What follows belongs to an exercise in optimizing a design on an open flow for small area, a short achievable clock period and few clock cycles per item; a production flow would make more cautious choices. At most, simulation tests tie the RTL to the original design; equivalence was not proved. No functional check of the RTL was part of run 1. Power figures rest on the tool's default switching activity, not on a simulated workload.

## flow/design.v (module list and top-level ports; edited modules follow where they fit)
// module ats_sensor_scan: 5233 lines
module ats_sensor_scan (
    input  wire        clk,
    input  wire        rst,           
    input  wire        start,         
    input  wire [15:0] now,           
    input  wire [7:0]  max_temp,      
    input  wire [7:0]  dis_temp,      
    output reg         ready,
    output reg  [7:0]  adc_en,        
    input  wire [15:0] adc_raw,       
    output reg         done,          
    output wire [63:0] readings,      
    output reg  [7:0]  max_reading,
    output reg         overheat
);
  // ...
==> flow/flow/run.sh <==
#!/bin/bash
# Own flow: the standard layout (standard.sh, unchanged synthesis), with
#  - the port buffers made of plain buffers.
# The whole make output goes to flow.log in the work folder; ORFS keeps each
# step's own log under orfs/logs/.
set -euo pipefail
export SETUP_SLACK_MARGIN="${SETUP_SLACK_MARGIN_OWN:-12}"
export TNS_END_PERCENT=100
export BUFFER_PORTS_ARGS="-buffer_cell sky130_fd_sc_hd__buf_2"
bash standard.sh > flow.log 2>&1
==> flow/standard.sh <==
#!/bin/bash
# synth_recipe.tcl (not shown) runs the flow's synth.tcl, then flattens the netlist and writes it again
# the make line also repeats each setting of config.mk as NAME=value (left out here)
make -C /OpenROAD-flow-scripts/flow DESIGN_CONFIG=/design/flow/config.mk WORK_HOME=/design/flow/orfs CLKGATE_MAP_FILE= SYNTH_SCRIPT=/design/flow/synth_recipe.tcl "${@:-finish}"
==> flow/config.mk <==
export PLATFORM = sky130hd
export DESIGN_NAME = ats_sensor_scan
export DESIGN_NICKNAME = ats_sensor_scan
export VERILOG_FILES = /design/flow/design.v
export SDC_FILE = /design/flow/constraint.sdc
export NUM_CORES = 4
export LEC_CHECK = 0
export CAP_MARGIN = 30
export CORE_MARGIN = 2
export CORE_UTILIZATION = 50
export CTS_CLUSTER_DIAMETER = 120
export CTS_CLUSTER_SIZE = 24
export SLEW_MARGIN = 20
==> flow/constraint.sdc <==
create_clock -name core_clock -period 17.0 [get_ports {clk}]
set_input_delay 3.4000 -clock core_clock [delete_from_list [all_inputs] [get_ports {clk}]]
set_output_delay 3.4000 -clock core_clock [all_outputs]
set_load 0.01 [all_outputs]
==> key figures, run 1 <==
Drt
  – Met3 wire len: 7.99 mm
  – Iteration-0 DRC Markers: 2489
  – DRT Pass-1 Iters: 7
  – Post-DRT Antenna Nets: 0
  – Final wirelength: 63.2 mm

Logic synthesis
  – Adder and majority cell fraction of the synthesized area: 0.0331
  – Synth Area in XOR/XNOR: 0.00921
  – Sequential share of the synthesized area: 0.476
  – Post-synthesis compound-gate area fraction: 0.248
  – Most frequent cell after synthesis: edfxtp_1
  – Simple-Gate Fraction of Synth Area: 0.175
  – Synth top area cells: edfxtp_1, dfxtp_1, a21oi_1, nand2_1, nor2_1

Power and ir drop
  – IR Drop Worst-Case VDD: 92.7 uV
  – P_sw: 0.467 mW
  – Combinational gate power: 0.313 mW
  – Pwr Density: 94.5 mW/mm^2
  – Combinational share of power: 0.210
  – Seq pwr: 0.790 mW

Finish
  – Multi-input gate area: 0.00684 mm^2
  – NumNets Final: 1640
  – Fraction of area in registers: 0.431
  – Fillers: 2424
  – Largest class: multi-input gates
  – Clk cell area share: 0.0278

Flow run
  – Max Cap Viol: 0

Global route
  – Top Usage Layer GRT: met2
  – Vias in the first global route: 13500

Worst hold path
  – Hold Path Sink: r_psc[4]
  – Worst hold path class: flip-flop to flip-flop
  – Hold Crit Start: r_psc[5]

CTS
  – Worst skew pair latency: 530 ps

Timing
  – Ratio of final minimum period to clock period: 0.269

Outcome
  – Status: no timing/DRC/antenna violations

Floorplanning
  – Num ports: 134

Place
  – GP Congestion: 1.13
==> run 2: changes to the inputs <==
--- a/flow/design.v
+++ b/flow/design.v
@@ -5202,18 +5202,16 @@
     wire hi_en    = (hi_q != LIMIT_DISABLED);
     wire lo_en    = (lo_q != LIMIT_DISABLED);
     wire raise_req = hi_en & (any_gt_hi | rq_gt_hi);
     wire lower_req = lo_en & all_lt_lo & rq_lt_lo;
     wire g_expired = (diff >= TIMEOUT);
     always @(posedge clk) begin
         if (cnt == 4'd3 || rq_gt_m)
             max_reading <= r_q;
-        if (cnt == 4'd10 && !lower_req && raise_req && !overheat && !g_pend)
-            g_since <= now_q;
         any_gt_hi <= (cnt != 4'd3 && any_gt_hi) | rq_gt_hi;
         all_lt_lo <= (cnt == 4'd3 || all_lt_lo) & rq_lt_lo;
         if (rst) begin
             overheat <= 1'b0;
             g_pend   <= 1'b0;
         end else if (cnt == 4'd10) begin
             if (lower_req) begin
                 overheat <= 1'b0;
@@ -5221,13 +5219,14 @@
             end else if (raise_req) begin
                 if (overheat) begin
                     g_pend <= 1'b0;
                 end else if (g_pend && g_expired) begin
                     overheat <= 1'b1;
                     g_pend   <= 1'b0;
                 end else if (!g_pend) begin
                     g_pend  <= 1'b1;
+                    g_since <= now_q;
                 end
             end
         end
     end
 endmodule
==> key figures, run 2 <==
Outcome
  – Status: no timing/DRC/antenna violations (unchanged)

Logic synthesis
  – Area of the mapped netlist: 0.0139 mm^2 (was 0.0143 mm^2)
  – Commonest cells in the synthesized netlist: edfxtp_1, dfxtp_1, nor2_1 (was edfxtp_1, dfxtp_1, nand2_1)
  – Number of synthesized flops with an enable pin: 136 (unchanged)
  – Sequential share of the synthesized area: 0.489 (was 0.476)
  – Synth Register Bits: 271 (unchanged)
  – Synth top area cells: edfxtp_1, dfxtp_1, a21oi_1, nor2_1, o21ai_0 (was edfxtp_1, dfxtp_1, a21oi_1, nand2_1, nor2_1)
  – Top-area cell type share of the netlist area: 0.294 (was 0.286)
  – Top FF cell, synth: edfxtp_1 (unchanged)
  – Most frequent cell after synthesis: edfxtp_1 (unchanged)
  – Mapped Cells: 1437 (was 1474)
  – Asr flop ratio synth: 0 (unchanged)
  – Post-synthesis net count: 1515 (was 1552)
  – Synth cell types: 88 (was 98)
  – Synth area leader: edfxtp_1 (unchanged)
  – Post-synthesis area per instance: 9.65 um^2 (was 9.67 um^2)
  – Syn. warnings: 5 (unchanged)

Global route
  – Largest net degree at the start of global routing: 53 (was 60)
  – Vias in the first global route: 13200 (was 13500)
  – All-layer global routing usage: 0.409 (was 0.408)
  – GR Overflow Total: 0 (unchanged)
  – Global-route wire length before repair: 86.9 mm (was 91.2 mm)
  – Initial antenna violation count: 0 (was 2)

Drt
  – Iteration-0 DRC Markers: 2405 (was 2489)
  – Via Count: 13900 (was 14200)
  – Final wirelength: 60.1 mm (was 63.2 mm)
  – DRT Pass-1 Iters: 8 (was 7)
  – Vias per inst: 7.30 (was 7.25)
  – Drc violations: 0 (unchanged)
  – Post-DRT Antenna Nets: 0 (unchanged)
  – Post-DR wirelength/cell: 31.5 um (was 32.4 um)

Finish
  – Design area: 0.0153 mm^2 (was 0.0158 mm^2)
  – Most frequent cells in the layout: edfxtp_1, dfxtp_1, buf_2 (was edfxtp_1, buf_2, dfxtp_1)
  – Share of cells above drive strength 1: 0.134 (was 0.157)
  – Syn-to-layout area delta: 10.5% (about the same)
  – Fillers: 2362 (was 2424)
  – Commonest non-fill, non-tap cell in the layout: edfxtp_1
  – Fin util: 0.565 (was 0.564)
  – Post-Layout Cell Count: 1906 (was 1952)
  – NumNets Final: 1604 (was 1640)
  – Ant. Diodes: 0 (was 3)
  – Largest registers: rd: 64 flops, r_wait: 56 flops (unchanged)
  – Top reg by flops: rd (unchanged)
  – Max reg flops: 64 (unchanged)

Power and ir drop
  – P_sw: 0.449 mW (was 0.467 mW)
  – Pwr Density: 95.4 mW/mm^2 (was 94.5 mW/mm^2)
  – Switching share of power: 0.307 (was 0.314)
  – Reg power frac: 0.538 (was 0.531)
  – Total Power: 1.46 mW (was 1.49 mW)
  – Combinational share of power: 0.205 (was 0.210)
  – IR Drop Worst-Case VDD: 98.1 uV (was 92.7 uV)
  – Internal power: 1.01 mW (was 1.02 mW)
  – Clock Power Share: 0.257 (was 0.259)
  – Leak: 5.51 nW (was 5.82 nW)

Place
  – DP HPWL: 42.2 mm (was 45.0 mm)
  – Placement Setup Slack: 11840 ps (was 12440 ps)
  – Dpl cell area: 0.0149 mm^2 (was 0.0153 mm^2)
  – Number of port buffers: 133 (unchanged)
  – GP Congestion: 1.13 (about the same)
  – Post-Place Cells: 1881 (was 1920)

Floorplanning
  – Initial Util: 0.512 (was 0.510)
  – Die H: 171 um (was 173 um)
  – Die area: 0.0291 mm^2 (was 0.0299 mm^2)
  – Row count: 60 (was 61)
  – Die width: 171 um (was 173 um)
  – Core area: 0.0271 mm^2 (was 0.0279 mm^2)
  – Num ports: 134 (unchanged)

Worst setup path
  – Arrival @ worst endpoint: 4860 ps (was 5000 ps)
  – Worst EP required: 17220 ps (was 17430 ps)
  – Crit start category: input port (was flip-flop)
  – Critical path endpoint category: flip-flop (unchanged)
  – Critical path class: input port to flip-flop (was flip-flop to flip-flop)
  – Maximum fanout along the worst path: 23 (was 20)

CTS
  – CTS max path bufs: 3 (unchanged)
  – Clock transition at path regs: 90 ps (was 100 ps)
  – CTS tree: yes (unchanged)
  – Clk sink count: 271 (unchanged)
  – Worst skew pair latency: 510 ps (was 530 ps)
  – Root Buffer: clkbuf_16 (unchanged)
  – Post-cts resize count: 0 (unchanged)
  – Hold-fix buffers at CTS: 0 (unchanged)
  – Htree depth: 1 (unchanged)
  – Post-CTS Setup Repair Bufs: 0 (unchanged)
  – CTS buffer count: 15 (unchanged)

Timing
  – Max transition margin: 0.279 (was 0.325)
  – Min cycle time layout: 4630 ps (was 4570 ps)
  – Endpoints failing hold: 0 (unchanged)
  – Worst-Margin Slew: 1070 ps (was 1000 ps)
  – Ratio of final minimum period to clock period: 0.273 (was 0.269)
  – Setup_tns: 0 ps (unchanged)
  – Finish-stage setup viols: 0 (unchanged)
  – Clock skew: 27.7 ps (was 34.7 ps)
  – RSZ-0062 raised after global routing: no (unchanged)
  – Fmax achieved: 216 MHz (was 219 MHz)
  – Setup WS post-layout: 12370 ps (was 12430 ps)
  – Slew Viols, Final: 0 (unchanged)
  – Worst Hold Slack: 332 ps (was 324 ps)

Worst hold path
  – Worst hold path class: flip-flop to flip-flop (unchanged)

Flow run
  – Max Cap Viol: 0 (unchanged)
## run 2: changes by cell type in the layout (fill, tap and decap cells not counted), sizes merged, moves of 5 or more
cell,before,now
nor4,36,30
and3,9,14
nor3,41,33
and2,30,25
o31ai,20,13
o21ai,89,99
o211ai,18,26
nor2,97,112
buf,182,166
a21oi,81,87
o21a,23,17
nand2,105,98
o211a,10,5
## run 2: layer usage
metal / up-vias / track usage / part of all wire / wire length (um)
met5: - / 0 / 0 / 0
met4: 0 / 0.210 / 0.070 / 4220
met3: 332 / 0.145 / 0.14 / 8440
met2: 1297 / 0.616 / 0.43 / 25600
met1: 6574 / 0.518 / 0.36 / 21900
li1: 5718 / - / - / -
## run 2: power by group through the flow
stage                     clock (mW)  combinational [mW]  sequential (mW)
after floorplan                    0               0.176            0.789
after global placement             0               0.275            0.797
after detailed placement           0               0.279            0.800
after CTS                      0.383               0.282            0.787
after global routing           0.402               0.311            0.793
final                          0.376               0.300            0.787
## run 2: area by class of cell
class | instances | area (um^2) | share of cell area
sequential | 271 | 6790 | 0.443
multi-input combinational | 1024 | 6550 | 0.427
timing repair buffer | 166 | 913 | 0.0596
tap | 372 | 465 | 0.0304
clock buffer | 23 | 407 | 0.0265
inverter | 48 | 180 | 0.0118
clock inverter | 2 | 25.0 | 0.00163
## run 2: cells by family after synthesis
kind of cell    Yosys count  share of synthesized area
fa+ha+maj                35                     0.0313
xor+xnor                 17                     0.0107
simple gates            456                      0.166
mux                      17                     0.0123
buf+inv                 142                     0.0409
flops                   271                      0.489
compound gates          499                      0.249
## run 2: final timing paths
| kind | start | to | slack (ps) | cells after the start |
|---|---|---|---|---|
| setup / recovery | rst | g_since[2] | 12370 | 4 |
| hold / removal | r_wait[1][4] | r_wait[0][4] | 330 | 0 |
| setup reg to reg | raw_q[12] | r_q[0] | 12520 | 10 |
| hold reg to reg | r_wait[1][4] | r_wait[0][4] | 330 | 0 |
## run 2: critical path: stages
cell    delay (ps)
buf_2          220
or3_1          450
nor4_4         520
buf_6          250
Testbench counts of run 2, summed over its fixed seeds: cycles 35,208, scans 3,200.
==> run 3: changes to the inputs <==
--- a/flow/config.mk
+++ b/flow/config.mk
@@ -7,7 +7,7 @@
 export LEC_CHECK = 0
 export CAP_MARGIN = 30
 export CORE_MARGIN = 2
-export CORE_UTILIZATION = 50
+export CORE_UTILIZATION = 40
 export CTS_CLUSTER_DIAMETER = 120
 export CTS_CLUSTER_SIZE = 24
 export SLEW_MARGIN = 20
==> key figures, run 3 <==
Place
  – Number of port buffers: 133 (unchanged)
  – DP HPWL: 45.1 mm (was 42.2 mm)
  – Post-Place Cells: 1971 (was 1881)
  – GP Congestion: 1.09 (was 1.13)

Global route
  – GR Util met3: 0.0929 (was 0.145)
  – Largest net degree at the start of global routing: 53 (unchanged)
  – Met1 GRT Util: 0.435 (was 0.518)
  – Global-route wire length before repair: 87.9 mm (was 86.9 mm)
  – Initial antenna violation count: 2 (was 0)
  – GR Overflow Total: 0 (unchanged)
  – Top Usage Layer GRT: met2 (unchanged)
  – Met2 usage: 0.507 (was 0.616)
  – Vias in the first global route: 12700 (was 13200)
  – All-layer global routing usage: 0.333 (was 0.409)

Flow run
  – Max Cap Viol: 0 (unchanged)

Logic synthesis
  – Area of the mapped netlist: 0.0139 mm^2 (unchanged)
  – Synth Register Bits: 271 (unchanged)
  – Commonest cells in the synthesized netlist: edfxtp_1, dfxtp_1, nor2_1 (unchanged)
  – Top-area cell type share of the netlist area: 0.294 (unchanged)
  – Mapped Cells: 1437 (unchanged)
  – Synth top area cells: edfxtp_1, dfxtp_1, a21oi_1, nor2_1, o21ai_0 (unchanged)
  – Syn. warnings: 5 (unchanged)
  – Number of synthesized flops with an enable pin: 136 (unchanged)
  – Post-synthesis area per instance: 9.65 um^2 (unchanged)
  – Synth cell types: 88 (unchanged)
  – Synth area leader: edfxtp_1 (unchanged)
  – Sequential share of the synthesized area: 0.489 (unchanged)
  – Asr flop ratio synth: 0 (unchanged)
  – Post-synthesis net count: 1515 (unchanged)
  – Most frequent cell after synthesis: edfxtp_1 (unchanged)
  – Top FF cell, synth: edfxtp_1 (unchanged)

CTS
  – Post-cts resize count: 0 (unchanged)
  – Worst skew pair latency: 510 ps (about the same)
  – Clk sink count: 271 (unchanged)
  – CTS max path bufs: 3 (unchanged)
  – CTS buffer count: 15 (unchanged)
  – CTS tree: yes (unchanged)
  – Htree depth: 1 (unchanged)
  – Clock transition at path regs: 100 ps (was 90 ps)
  – Hold-fix buffers at CTS: 0 (unchanged)
  – Post-CTS Setup Repair Bufs: 0 (unchanged)
  – Root Buffer: clkbuf_16 (unchanged)

Floorplanning
  – Num ports: 134 (unchanged)
  – Initial Util: 0.404 (was 0.512)
  – Die area: 0.0362 mm^2 (was 0.0291 mm^2)
  – Core area: 0.0344 mm^2 (was 0.0271 mm^2)
  – Row count: 68 (was 60)
  – Die H: 190 um (was 171 um)
  – Die width: 190 um (was 171 um)

Worst setup path
  – Arrival @ worst endpoint: 4810 ps (was 4860 ps)
  – Critical path endpoint category: flip-flop (unchanged)
  – Worst EP required: 17210 ps (was 17220 ps)
  – Worst reg-to-reg path cell count: 10 (unchanged)
  – Critical path class: input port to flip-flop (unchanged)
  – Crit start category: input port (unchanged)
  – Maximum fanout along the worst path: 23 (unchanged)

Timing
  – RSZ-0062 raised after global routing: no (unchanged)
  – Slew Viols, Final: 0 (unchanged)
  – Endpoints failing hold: 0 (unchanged)
  – Setup_tns: 0 ps (unchanged)
  – Fmax achieved: 217 MHz (was 216 MHz)
  – Worst-Margin Slew: 975 ps (was 1070 ps)
  – Worst Hold Slack: 322 ps (was 332 ps)
  – Min cycle time layout: 4610 ps (was 4630 ps)
  – Clock skew: 13.1 ps (was 27.7 ps)
  – Finish-stage setup viols: 0 (unchanged)
  – Max transition margin: 0.350 (was 0.279)
  – Ratio of final minimum period to clock period: 0.271 (was 0.273)

Drt
  – Via Count: 13300 (was 13900)
  – Iteration-0 DRC Markers: 1864 (was 2405)
  – Post-DR wirelength/cell: 30.6 um (was 31.5 um)
  – Vias per inst: 6.63 (was 7.30)
  – DRT Pass-1 Iters: 8 (unchanged)
  – Post-DRT Antenna Nets: 0 (unchanged)
  – Final wirelength: 61.1 mm (was 60.1 mm)
  – Drc violations: 0 (unchanged)

Outcome
  – Status: no timing/DRC/antenna violations (unchanged)

Finish
  – Share of cells above drive strength 1: 0.137 (was 0.134)
  – Max reg flops: 64 (unchanged)
  – Largest registers: rd: 64 flops, r_wait: 56 flops (unchanged)
  – NumNets Final: 1612 (was 1604)
  – Syn-to-layout area delta: 11.7% (was 10.5%)
  – Fillers: 3335 (was 2362)
  – Most frequent cells in the layout: edfxtp_1, buf_2, dfxtp_1 (was edfxtp_1, dfxtp_1, buf_2)
  – Top reg by flops: rd (unchanged)
  – Post-Layout Cell Count: 1999 (was 1906)
  – Commonest non-fill, non-tap cell in the layout: edfxtp_1 (unchanged)

Power and ir drop
  – Leak: 5.55 nW (was 5.51 nW)
  – IR Drop Worst-Case VDD: 91.6 uV (was 98.1 uV)
  – Pwr Density: 93.9 mW/mm^2 (was 95.4 mW/mm^2)

Worst hold path
  – Worst hold path class: flip-flop to flip-flop (unchanged)
  – Hold depth: 0 (unchanged)
run 3: layout make-up:
type                            count  area [um^2]  area share
Sequential cell                   271         6790       0.438
Multi-Input combinational cell   1024         6540       0.422
Timing Repair Buffer              174          972      0.0628
Tap cell                          455          569      0.0368
Clock buffer                       24          409      0.0264
Inverter                           48          180      0.0116
Clock inverter                      2         28.8     0.00186
Antenna cell                        1         2.50    0.000162
run 3: metal layers:
layer  vias up  routed length [um]
met2       891               26100
met1      6415               25000
met5         -                  13
met3       217                6480
met4         2                3610
li1       5726                   -
run 3: critical path, cell delays in order:
cell	delay, ps
buf_2	230
or3_1	450
nor4_4	420
buf_4	310
run 3: per-stage QoR:
step                      setup slack (ps)  power [mW]  area (um^2)  utilization
final                                12390        1.45        15500        0.451
after global routing                 12200        1.51        15500        0.451
after CTS                            12380        1.46        15500        0.450
after detailed placement             11830        1.08        15000        0.438
after global placement               11590        1.08        15000        0.437
after floorplan                      12240       0.965        13900            -
run 3: cells by family after synthesis:
family,count (synthesis),synth area share
muxes,17,0.0123
buffers and inverters,142,0.0409
DFF,271,0.489
xor gates and xnor gates,17,0.0107
adders and majority gates,35,0.0313
AOI/OAI and AO/OA,499,0.249
and+or+nand+nor,456,0.166
run 3: power breakdown:
group          internal, mW  leakage, nW  switching (mW)
registers             0.749         2.36          0.0367
logic                0.0943         2.97           0.196
clock network         0.171        0.210           0.206
total                  1.01         5.55           0.439
run 3: final timing paths:
path                                   start            to  slack (ps)
worst max-delay path                     rst   g_since[10]       12390
worst min-delay path            r_wait[7][3]  r_wait[6][3]         320
worst max register to register      raw_q[7]        r_q[1]       12570
worst min register to register  r_wait[7][3]  r_wait[6][3]         320
==> run 4: changes to the inputs <==
--- a/flow/config.mk
+++ b/flow/config.mk
@@ -8,6 +8,6 @@
 export CAP_MARGIN = 30
 export CORE_MARGIN = 2
 export CORE_UTILIZATION = 40
-export CTS_CLUSTER_DIAMETER = 120
-export CTS_CLUSTER_SIZE = 24
+export CTS_CLUSTER_DIAMETER = 150
+export CTS_CLUSTER_SIZE = 30
 export SLEW_MARGIN = 20
==> key figures, run 4 <==
Timing
  – Min cycle time layout: 4590 ps (was 4610 ps)
  – Clock skew: 32.2 ps (was 13.1 ps)
  – Worst-Margin Slew: 1050 ps (was 975 ps)
  – RSZ-0062 raised after global routing: no (unchanged)
  – Worst Hold Slack: 328 ps (was 322 ps)
  – Setup WS post-layout: 12410 ps (was 12390 ps)
  – Endpoints failing hold: 0 (unchanged)
  – Setup_tns: 0 ps (unchanged)
  – Max transition margin: 0.297 (was 0.350)
  – Finish-stage setup viols: 0 (unchanged)
  – Slew Viols, Final: 0 (unchanged)
  – Fmax achieved: 218 MHz (was 217 MHz)
  – Ratio of final minimum period to clock period: 0.270 (was 0.271)

Worst setup path
  – Critical path class: input port to flip-flop (unchanged)
  – Worst R2R Setup Slack: 12520 ps (was 12570 ps)
  – Worst reg-to-reg path cell count: 10 (unchanged)
  – Arrival @ worst endpoint: 4820 ps (was 4810 ps)
  – Worst EP required: 17230 ps (was 17210 ps)
  – Worst r2r src: raw_q[7] (unchanged)
  – Crit start category: input port (unchanged)
  – Maximum fanout along the worst path: 23 (unchanged)
  – RR Endpoint: r_q[1] (unchanged)
  – Critical path endpoint category: flip-flop (unchanged)

Logic synthesis
  – Post-synthesis net count: 1515 (unchanged)
  – Synth cell types: 88 (unchanged)
  – Post-synthesis area per instance: 9.65 um^2 (unchanged)
  – Synth area leader: edfxtp_1 (unchanged)
  – Synth top area cells: edfxtp_1, dfxtp_1, a21oi_1, nor2_1, o21ai_0 (unchanged)
  – Area of the mapped netlist: 0.0139 mm^2 (unchanged)
  – Most frequent cell after synthesis: edfxtp_1 (unchanged)
  – Commonest cells in the synthesized netlist: edfxtp_1, dfxtp_1, nor2_1 (unchanged)
  – Mapped Cells: 1437 (unchanged)
  – Top-area cell type share of the netlist area: 0.294 (unchanged)
  – Top FF cell, synth: edfxtp_1 (unchanged)
  – Asr flop ratio synth: 0 (unchanged)
  – Synth Register Bits: 271 (unchanged)
  – Syn. warnings: 5 (unchanged)
  – Sequential share of the synthesized area: 0.489 (unchanged)
  – Number of synthesized flops with an enable pin: 136 (unchanged)

Drt
  – Final wirelength: 61.2 mm (was 61.1 mm)
  – Via Count: 13200 (was 13300)
  – Post-DR wirelength/cell: 30.7 um (was 30.6 um)
  – DRT Pass-1 Iters: 8 (unchanged)
  – Post-DRT Antenna Nets: 0 (unchanged)
  – Vias per inst: 6.60 (was 6.63)
  – Iteration-0 DRC Markers: 1857 (was 1864)
  – Drc violations: 0 (unchanged)

Floorplanning
  – Initial Util: 0.404 (unchanged)
  – Die area: 0.0362 mm^2 (unchanged)
  – Core area: 0.0344 mm^2 (unchanged)
  – Die H: 190 um (unchanged)
  – Row count: 68 (unchanged)
  – Die width: 190 um (unchanged)
  – Num ports: 134 (unchanged)

Finish
  – Syn-to-layout area delta: 11.4% (was 11.7%)
  – Max reg flops: 64 (unchanged)
  – Fillers: 3332 (was 3335)
  – Largest registers: rd: 64 flops, r_wait: 56 flops (unchanged)
  – Design area: 0.0155 mm^2 (about the same)
  – Fin util: 0.450 (was 0.451)
  – Top reg by flops: rd (unchanged)
  – Register area: 0.00679 mm^2 (unchanged)
  – Commonest non-fill, non-tap cell in the layout: edfxtp_1 (unchanged)
  – Multi-input gate area: 0.00654 mm^2 (unchanged)
  – Share of cells above drive strength 1: 0.138 (was 0.137)
  – NumNets Final: 1611 (was 1612)
  – Most frequent cells in the layout: edfxtp_1, buf_2, dfxtp_1 (unchanged)
  – Post-Layout Cell Count: 1996 (was 1999)

Global route
  – All-layer global routing usage: 0.333 (about the same)
  – Global-route wire length before repair: 87.7 mm (was 87.9 mm)
  – Vias in the first global route: 12600 (was 12700)
  – Largest net degree at the start of global routing: 53 (unchanged)
  – GR Overflow Total: 0 (unchanged)
  – Initial antenna violation count: 2 (unchanged)

CTS
  – CTS buffer count: 13 (was 15)
  – Worst skew pair latency: 530 ps (was 510 ps)
  – Root Buffer: clkbuf_16 (unchanged)
  – CTS max path bufs: 3 (unchanged)
  – Clk sink count: 271 (unchanged)
  – Clock transition at path regs: 110 ps (was 100 ps)
  – Htree depth: 1 (unchanged)
  – CTS tree: yes (unchanged)
  – Post-CTS Setup Repair Bufs: 0 (unchanged)
  – Hold-fix buffers at CTS: 0 (unchanged)
  – Post-cts resize count: 0 (unchanged)

Place
  – Placement Setup Slack: 11830 ps (unchanged)
  – Post-Place Cells: 1971 (unchanged)
  – Dpl cell area: 0.0150 mm^2 (unchanged)
  – GP Congestion: 1.09 (unchanged)
  – Number of port buffers: 133 (unchanged)
  – DP HPWL: 45.1 mm (unchanged)

Power and ir drop
  – IR Drop Worst-Case VDD: 109 uV (was 91.6 uV)
  – Pwr Density: 92.8 mW/mm^2 (was 93.9 mW/mm^2)
  – Leak: 5.54 nW (was 5.55 nW)
  – Total Power: 1.43 mW (was 1.45 mW)

Worst hold path
  – Hold Path Sink: r_wait[3][5] (was r_wait[6][3])
  – Worst hold path class: flip-flop to flip-flop (unchanged)
  – Hold Crit Start: r_wait[4][5] (was r_wait[7][3])
  – Hold depth: 0 (unchanged)

Outcome
  – Status: no timing/DRC/antenna violations (unchanged)

Flow run
  – Max Cap Viol: 0 (unchanged)
-- run 4: cell types whose count changed in the layout (fill, tap and decap cells not counted) --
| cell | previous run | this run |
|---|---|---|
| buf_2 | 134 | 135 |
| clkbuf_1 | 9 | 6 |
| clkbuf_16 | 15 | 13 |
| clkbuf_8 | 0 | 1 |
| clkinv_16 | 0 | 1 |
| inv_16 | 1 | 0 |
-- run 4: cell type report --
| class | instances | share of cell area |
|---|---|---|
| Sequential cell | 271 | 0.439 |
| Multi-Input combinational cell | 1024 | 0.423 |
| Timing Repair Buffer | 175 | 0.0632 |
| Tap cell | 455 | 0.0368 |
| Clock buffer | 20 | 0.0234 |
| Inverter | 48 | 0.0117 |
| Clock inverter | 2 | 0.00251 |
| Antenna cell | 1 | 0.000162 |
-- run 4: routing by layer --
metal / wire (um) / track usage / part of all wire / up-vias
li1: - / - / - / 5716
met2: 26000 / 0.504 / 0.42 / 899
met5: 23 / 0 / 0.00038 / -
met4: 3780 / 0.164 / 0.062 / 4
met1: 25100 / 0.442 / 0.41 / 6330
met3: 6370 / 0.0865 / 0.10 / 228
-- run 4: worst max path at each step --
stage / startpoint / to / slack (ps)
2_1_floorplan: rst / g_since[0] / 12240
3_3_place_gp: rst / g_since[13] / 11590
3_5_place_dp: rst / g_since[13] / 11830
4_1_cts: rst / g_since[13] / 12380
5_1_grt: cnt[0] / overheat / 12200
6_report: rst / g_since[13] / 12410
-- run 4: power breakdown --
part           switching, mW  internal [mW]  leakage [nW]
sequential            0.0367          0.749          2.36
clock                  0.204          0.154         0.190
combinational          0.196         0.0944          2.98
-- run 4: worst max-delay path: stages --
cell and delay (ps):
buf_2 230, or3_1 450, nor4_4 430, buf_4 310
-- run 4: cell families (layout without fill, tap and decap cells) --
group,Yosys count,in the layout,share of synthesized area
mux,17,17,0.0123
buf+inv,142,245,0.0409
xor+xnor,17,17,0.0107
fa+ha+maj,35,35,0.0313
flops,271,271,0.489
simple gates,456,456,0.166
other cells,0,1,0
compound gates,499,499,0.249
==> run 5: changes to the inputs <==
--- a/flow/config.mk
+++ b/flow/config.mk
@@ -10,4 +10,5 @@
 export CORE_UTILIZATION = 40
 export CTS_CLUSTER_DIAMETER = 150
 export CTS_CLUSTER_SIZE = 30
+export PLACE_DENSITY = 0.72
 export SLEW_MARGIN = 20
==> key figures, run 5 <==
Logic synthesis
  – Area of the mapped netlist: 0.0139 mm^2 (unchanged)
  – Syn. warnings: 5 (unchanged)
  – Mapped Cells: 1437 (unchanged)
  – Post-synthesis area per instance: 9.65 um^2 (unchanged)
  – Synth Register Bits: 271 (unchanged)
  – Top-area cell type share of the netlist area: 0.294 (unchanged)
  – Synth top area cells: edfxtp_1, dfxtp_1, a21oi_1, nor2_1, o21ai_0 (unchanged)
  – Top FF cell, synth: edfxtp_1 (unchanged)
  – Asr flop ratio synth: 0 (unchanged)
  – Number of synthesized flops with an enable pin: 136 (unchanged)
  – Sequential share of the synthesized area: 0.489 (unchanged)
  – Most frequent cell after synthesis: edfxtp_1 (unchanged)
  – Commonest cells in the synthesized netlist: edfxtp_1, dfxtp_1, nor2_1 (unchanged)
  – Post-synthesis net count: 1515 (unchanged)
  – Synth cell types: 88 (unchanged)
  – Synth area leader: edfxtp_1 (unchanged)

Timing
  – Endpoints failing hold: 0 (unchanged)
  – Finish-stage setup viols: 0 (unchanged)
  – Max transition margin: 0.263 (was 0.297)
  – Setup_tns: 0 ps (unchanged)
  – Min cycle time layout: 4530 ps (was 4590 ps)
  – RSZ-0062 raised after global routing: no (unchanged)
  – Ratio of final minimum period to clock period: 0.266 (was 0.270)
  – Slew Viols, Final: 0 (unchanged)
  – Fmax achieved: 221 MHz (was 218 MHz)
  – Worst-Margin Slew: 1100 ps (was 1050 ps)
  – Clock skew: 30.7 ps (was 32.2 ps)

Floorplanning
  – Num ports: 134 (unchanged)
  – Core area: 0.0344 mm^2 (unchanged)
  – Die H: 190 um (unchanged)
  – Die width: 190 um (unchanged)
  – Row count: 68 (unchanged)
  – Die area: 0.0362 mm^2 (unchanged)
  – Initial Util: 0.404 (unchanged)

Drt
  – Final wirelength: 65.0 mm (was 61.2 mm)
  – Via Count: 13400 (was 13200)
  – DRT Pass-1 Iters: 7 (was 8)
  – Vias per inst: 6.72 (was 6.60)
  – Drc violations: 0 (unchanged)
  – Iteration-0 DRC Markers: 1749 (was 1857)
  – Post-DRT Antenna Nets: 0 (unchanged)
  – Post-DR wirelength/cell: 32.5 um (was 30.7 um)

Worst setup path
  – Crit start category: input port (unchanged)
  – Maximum fanout along the worst path: 23 (unchanged)
  – Arrival @ worst endpoint: 4750 ps (was 4820 ps)
  – Critical path endpoint category: flip-flop (unchanged)
  – CP max stage cell: or3_1 (unchanged)
  – Critical path class: input port to flip-flop (unchanged)
  – Worst EP required: 17220 ps (was 17230 ps)
  – Crit-path cells: buf_2 > or3_1 > nor4_4 > buf_4 (unchanged)
  – Top delay family on crit path: simple AND/OR/NAND/NOR gates (unchanged)
  – Max incr delay on CP: 450 ps (about the same)
  – WP buf/inv: 2 (unchanged)

CTS
  – Clk sink count: 271 (unchanged)
  – CTS max path bufs: 3 (unchanged)
  – Hold-fix buffers at CTS: 0 (unchanged)
  – CTS tree: yes (unchanged)
  – Htree depth: 1 (unchanged)
  – Worst skew pair latency: 510 ps (was 530 ps)
  – Clock transition at path regs: 120 ps (was 110 ps)
  – Post-CTS Setup Repair Bufs: 0 (unchanged)
  – Root Buffer: clkbuf_16 (unchanged)
  – Post-cts resize count: 0 (unchanged)
  – CTS buffer count: 13 (unchanged)

Global route
  – GR Overflow Total: 0 (unchanged)
  – All-layer global routing usage: 0.353 (was 0.333)
  – Largest net degree at the start of global routing: 45 (was 53)
  – Vias in the first global route: 12800 (was 12600)
  – Global-route wire length before repair: 92.0 mm (was 87.7 mm)
  – Initial antenna violation count: 3 (was 2)

Finish
  – Multi-input gate area: 0.00655 mm^2 (was 0.00654 mm^2)
  – Largest registers: rd: 64 flops, r_wait: 56 flops (unchanged)
  – Most frequent cells in the layout: edfxtp_1, buf_2, dfxtp_1 (unchanged)
  – Register area: 0.00679 mm^2 (about the same)
  – Max reg flops: 64 (unchanged)
  – Top reg by flops: rd (unchanged)
  – Commonest non-fill, non-tap cell in the layout: edfxtp_1 (unchanged)
  – Design area: 0.0155 mm^2 (about the same)
  – Share of cells above drive strength 1: 0.142 (was 0.138)
  – Syn-to-layout area delta: 11.7% (was 11.4%)
  – Fillers: 3321 (was 3332)
  – NumNets Final: 1614 (was 1611)

Place
  – Number of port buffers: 133 (unchanged)
  – Dpl cell area: 0.0151 mm^2 (was 0.0150 mm^2)
  – DP HPWL: 48.2 mm (was 45.1 mm)
  – GP Congestion: 1.10 (was 1.09)

Power and ir drop
  – Total Power: 1.44 mW (was 1.43 mW)
  – Pwr Density: 92.8 mW/mm^2 (about the same)
  – IR Drop Worst-Case VDD: 105 uV (was 109 uV)
  – Leak: 5.55 nW (was 5.54 nW)

Worst hold path
  – Worst hold path class: flip-flop to flip-flop (unchanged)

Flow run
  – Max Cap Viol: 0 (unchanged)

Outcome
  – Status: no timing/DRC/antenna violations (unchanged)
run 5: cell types whose count changed in the layout (fill, tap and decap cells not counted), sizes merged:
cell,before,now
buf,174,178
clkbuf,21,19
diode,1,3
inv,49,50
run 5: area by class of cell:
class | instances | share of cell area
diodes | 3 | 0.000484
clock buffers | 19 | 0.0224
clock inverters | 3 | 0.00275
inverters | 48 | 0.0116
multi-input cells | 1024 | 0.423
flip-flops and latches | 271 | 0.438
well taps | 455 | 0.0367
repair buffers | 178 | 0.0647
run 5: where the power goes:
group | switching (mW) | internal [mW]
Clock | 0.202 | 0.149
Combinational | 0.206 | 0.0952
Sequential | 0.0355 | 0.749
run 5: kinds of logic (layout without fill, tap and decap cells):
group	Yosys count	count (layout)	share of synthesized area
flip-flops	271	271	0.489
XOR/XNOR	17	17	0.0107
multiplexers	17	17	0.0123
adder cells (fa/ha/maj)	35	35	0.0313
AND/OR/NAND/NOR	456	456	0.166
buffers and inverters	142	248	0.0409
other	0	3	0
AO/OA/AOI/OAI	499	499	0.249
run 5: final timing paths:
path                            depth (start not counted)           end    startpoint  slack, ps
worst max-delay path                                    4    g_since[7]           rst      12470
worst min-delay path                                    0  r_wait[1][1]  r_wait[2][1]        320
worst max register to register                         16      overheat        cnt[0]      12530
worst min register to register                          0  r_wait[1][1]  r_wait[2][1]        320
run 5: metal layers:
layer / share of wire / track usage / up-vias
met4: 0.066 / 0.193 / 6
met3: 0.099 / 0.0819 / 242
li1: - / - / 5740
met1: 0.41 / 0.471 / 6530
met2: 0.42 / 0.528 / 931
met5: 0.00088 / 0 / -
run 5: metrics by stage:
step | setup slack (ps) | hold slack, ps | std cells | util
6_report | 12470 | 325 | 2001 | 0.451
5_1_grt | 12150 | 331 | 1998 | 0.451
4_1_cts | 12460 | 329 | 1998 | 0.451
3_5_place_dp | 11910 | 312 | 1976 | 0.439
3_3_place_gp | 11660 | 310 | 1971 | 0.438
2_1_floorplan | 12240 | 310 | 1437 | -

==> static timing again, ports no longer ideal <==
Ports are ideal in the flow. The routed layouts listed here were re-timed in OpenROAD.
Step 1: set_driving_cell puts a clkbuf_16 on clk and a buf_2 on each other input, an assumption about the parent block.
Step 2 also shifts input and output timing later by t, the mid clock arrival at the registers, as if the neighbouring blocks saw the same clock.
a / b / c = ideal ports / drivers / drivers and shift; a / b = the first two.
run | t (ns) | slack for setup (ns) | latest minus earliest clock arrival (ns)
run 1 | 0.568 | 12.427 / 12.405 / 12.390 | 0.036 / 0.036
run 2 | 0.548 | 12.368 / 12.398 / 11.850 | 0.028 / 0.028
run 3 | 0.559 | 12.393 / 12.409 / 11.849 | 0.015 / 0.015
run 4 | 0.559 | 12.407 / 12.416 / 11.862 | 0.034 / 0.034
run 5 | 0.550 | 12.470 / 12.427 / 11.949 | 0.039 / 0.038
After both steps every run listed still meets setup and hold. For run 4, which loses most, drivers alone change the setup slack by +0.009 ns; drivers and shift together by -0.545 ns.
